Context: an optimization exercise on an open-source flow, tuned for small area, a short achievable clock period and few clock cycles per item. The choices shown serve that exercise and are no tape-out recipe. The RTL was checked by simulation tests, not by an equivalence proof against the original design. Power and IR drop assume default switching activity.

yarrow:
## pn532_codec
module pn532_codec (
    input  wire       clk,
    input  wire       rst,
    input  wire [7:0] in_data,
    input  wire       in_valid,
    output wire       in_ready,
    output wire [7:0] out_data,
    output wire       out_valid,
    output wire       out_last,
    output wire       out_fault,
    input  wire       out_ready
);
export LEC_CHECK = 0
export CAP_MARGIN = 20
export CORE_MARGIN = 2
export CORE_UTILIZATION = 40
export SETUP_SLACK_MARGIN = 2.5
export SLEW_MARGIN = 20
create_clock -name core_clock -period 5.0 [get_ports {clk}]
run.sh (not shown) runs the stock make flow with config.mk's settings and CLKGATE_MAP_FILE= SYNTH_SCRIPT=/design/flow/synth_recipe.tcl, a recipe that flattens the netlist after the stock synthesis.
yarrow: done, clean on timing, DRC and antenna
Testbench counts of yarrow, summed over its fixed seeds: cycles 78,358, items 1,920.
What nickel does differently from yarrow at the input level:
# yarrow
export LEC_CHECK = 0
export CAP_MARGIN = 20
export CORE_MARGIN = 2
export CORE_UTILIZATION = 40
export SETUP_SLACK_MARGIN = 2.5
export SLEW_MARGIN = 20
create_clock -name core_clock -period 5.0 [get_ports {clk}]
# nickel
export LEC_CHECK = 0
export CAP_MARGIN = 20
export CORE_MARGIN = 2
export CORE_UTILIZATION = 40
export SLEW_MARGIN = 20
create_clock -name core_clock -period 5.0 [get_ports {clk}]
==> results.txt <==
Both conditions hold for nickel: the flow ran to the end and the final layout passed the timing, DRC and antenna checks.
Between yarrow and nickel, the deepest clock path buffer count does not differ in any meaningful way.
What nickel reported for fmax has to be multiplied by 1.3 to get the figure for yarrow.
Comparing yarrow and nickel, the lower number of cells on the critical path was measured on nickel.
According to the power report, total power for nickel is lower than for yarrow.
In nickel, the starting DRC count in detailed routing came out 27% above the value in yarrow.
Switching part of the total: nickel higher than yarrow
Of yarrow and nickel, the run reporting the higher wire length of the first global-routing pass was yarrow.
nickel: sequential share of layout area higher than yarrow
Side by side, final core utilization turned out lower in nickel than in yarrow.
nickel — global-route usage over all layers 1.7 points lower, yarrow as reference

---

build 60:
pn532_codec, a different RTL version from the one above (not shown whole).
For scale: roughly 510 cells after synthesis, ~65 flip-flops.
clock: 5.0 ns
lec_check: 0
cap_margin: 20
core_margin: 2
core_utilization: 55
setup_slack_margin: 2.5
slew_margin: 20
standard.sh (not shown) runs the stock make flow with config.mk's settings and CLKGATE_MAP_FILE= SYNTH_SCRIPT=/design/flow/synth_recipe.tcl, a recipe that flattens the netlist after the stock synthesis.
==> flow/flow/run.sh <==
#!/bin/bash
set -euo pipefail
export BUFFER_PORTS_ARGS="-buffer_cell sky130_fd_sc_hd__buf_4"
bash standard.sh > standard_flow.log 2>&1
Build 60 completed; timing, DRC and antenna clean
Testbench counts of build 60, summed over its fixed seeds: cycles 78,497, items 1,920.
Relative to build 60, the following input files were edited for build 48:
Settings: an added TNS_END_PERCENT of 30; a change of CORE_UTILIZATION from 55 to 40.
Notes after the runs:
Build 48 falls short of build 60 in global-route wire length before repair.
| max-capacitance violation count | build 60 vs build 48 | ≈ equal |
Looking at combinational power share, build 48 sits below build 60.
Build 48: done, clean on timing, DRC and antenna
Post-layout worst setup margin: build 48 vs build 60, no meaningful difference
Build 48 -> build 60: final critical path time including I/O delays and setup flat
Delta (build 48 minus build 60): area of the die went up 3300 µm²; global-route usage went down 9.4 points; clock group share of total power went up 6.7 points.
From build 60 to build 48 the numbers moved as follows: total power now sits higher; clock buffer count went up by 2.
Input-level comparison between build 51 and build 48:
Settings: TNS_END_PERCENT: 30 -> unset; SETUP_SLACK_MARGIN: 2.5 -> 2.0.
==> flow/run.sh (new file) <==
#!/bin/bash
# synth_recipe.tcl (not shown) runs the flow's synth.tcl, then flattens the netlist and writes it again
# the make line also repeats each setting of config.mk as NAME=value (left out here)
make -C /OpenROAD-flow-scripts/flow DESIGN_CONFIG=/design/flow/config.mk WORK_HOME=/design/flow/orfs CLKGATE_MAP_FILE= SYNTH_SCRIPT=/design/flow/synth_recipe.tcl finish
removed: flow/flow/run.sh
removed: flow/standard.sh
==> results.txt <==
Build 51: done, clean on timing, DRC and antenna
Power for build 51: 21 µW down relative to build 48
Core util | build 51 vs build 48 | build 51 lower
From build 51 to build 48, number of antenna violations at the first check in global routing did not move at all.
The part of the total power dissipated in combinational logic of build 51 is lower than that of build 48.
Kind of critical path: in -> reg -> build 51, in -> out -> build 48
Against build 48 as the reference, build 51 delivers a lower multi-input combinational area share.
Flip-flop and latch share of the layout cell area ends up higher on build 51.
Going from build 48 to build 51, layout-stage area growth over the synthesis result -2.9 points; post-detailed-placement cell area shows an increase of about 0.5%.
### build 51 -> build 55
Settings: a change of SETUP_SLACK_MARGIN from 2.0 to 3.0.
==> flow/flow/run.sh (new file) <==
#!/bin/bash
set -euo pipefail
export BUFFER_PORTS_ARGS="-buffer_cell sky130_fd_sc_hd__buf_4"
bash standard.sh > standard_flow.log 2>&1
==> flow/standard.sh (new file) <==
#!/bin/bash
# synth_recipe.tcl (not shown) runs the flow's synth.tcl, then flattens the netlist and writes it again
# the make line also repeats each setting of config.mk as NAME=value (left out here)
make -C /OpenROAD-flow-scripts/flow DESIGN_CONFIG=/design/flow/config.mk WORK_HOME=/design/flow/orfs CLKGATE_MAP_FILE= SYNTH_SCRIPT=/design/flow/synth_recipe.tcl "${@:-finish}"
removed: flow/run.sh
### Flow results
Highest attainable clock frequency for build 55: about 17% up relative to build 51
Delta (build 55 minus build 51): minimum clock period after layout now smaller, final standard cell area without fillers grew by 31%, final clock period utilization by the worst path dropped 8.4 points, maximum resistive drop on vdd went up about 34%.
#### Input delta (build 30 over build 55)
Settings: changing SETUP_SLACK_MARGIN from 3.0 to 2.4.
==> comparison <==
NOTE via count build 55->build 30 decreased by more than 10%. Min global-route total usage across every layer across build 55 and build 30: build 30. Build 55 has a higher number of search-and-repair iterations in the first detailed-routing pass than build 30. Build 55 → build 30: initial cell density of the core held; synthesis-to-layout area growth went down 35 points. Est. power | build 30 vs build 55 | build 30 lower. For build 55, the standard cell with the maximum stage delay on the critical path was sky130_fd_sc_hd__and2_4, unlike build 30, where it was sky130_fd_sc_hd__and2_1. The proportion of cell area occupied by registers in build 30 sits 7.4 points above the value recorded for build 55. Compared with build 55, build 30 shows design area lower by 1600 µm².

static timing again, ports no longer ideal:
In the flow no input, the clock included, has a driving cell. The finished layouts below were timed again as built, in two steps. Step 1 assumes that a clkbuf_16 drives the clock port and a buf_2 every other input. Step 2 adds t to the input delays and takes it off the output delays; t is the mean of the earliest and latest rising clock arrival at the registers after step 1. Input paths then give back, and output paths get back, about the clock's delay inside the block. Three values: ideal, step 1, step 2; two values: the first two.
run | shift t [ns] | setup slack, ns | worst setup path after step 2 | slew at the worst register clock pin (ns) | cell pins on the clock port's net
yarrow | 0.343 | 2.099 / 2.099 / 1.904 | input to register | 0.08 / 0.08 | 1
nickel | 0.340 | 1.295 / 1.309 / 0.970 | input to register | 0.08 / 0.08 | 1
build 60 | 0.389 | 2.471 / 2.440 / 2.127 | input to register | 0.08 / 0.08 | 1
build 48 | 0.374 | 2.471 / 2.440 / 2.130 | input to register | 0.06 / 0.06 | 1
build 51 | 0.378 | 2.090 / 2.081 / 1.732 | input to register | 0.06 / 0.06 | 1
build 55 | 0.379 | 2.510 / 2.479 / 2.163 | input to register | 0.06 / 0.06 | 1
build 30 | 0.377 | 2.408 / 2.384 / 2.140 | input to register | 0.06 / 0.06 | 1
After both steps every run listed still meets setup and hold. For build 51, which loses most, drivers alone change the setup slack by -0.009 ns; drivers and shift together by -0.358 ns.
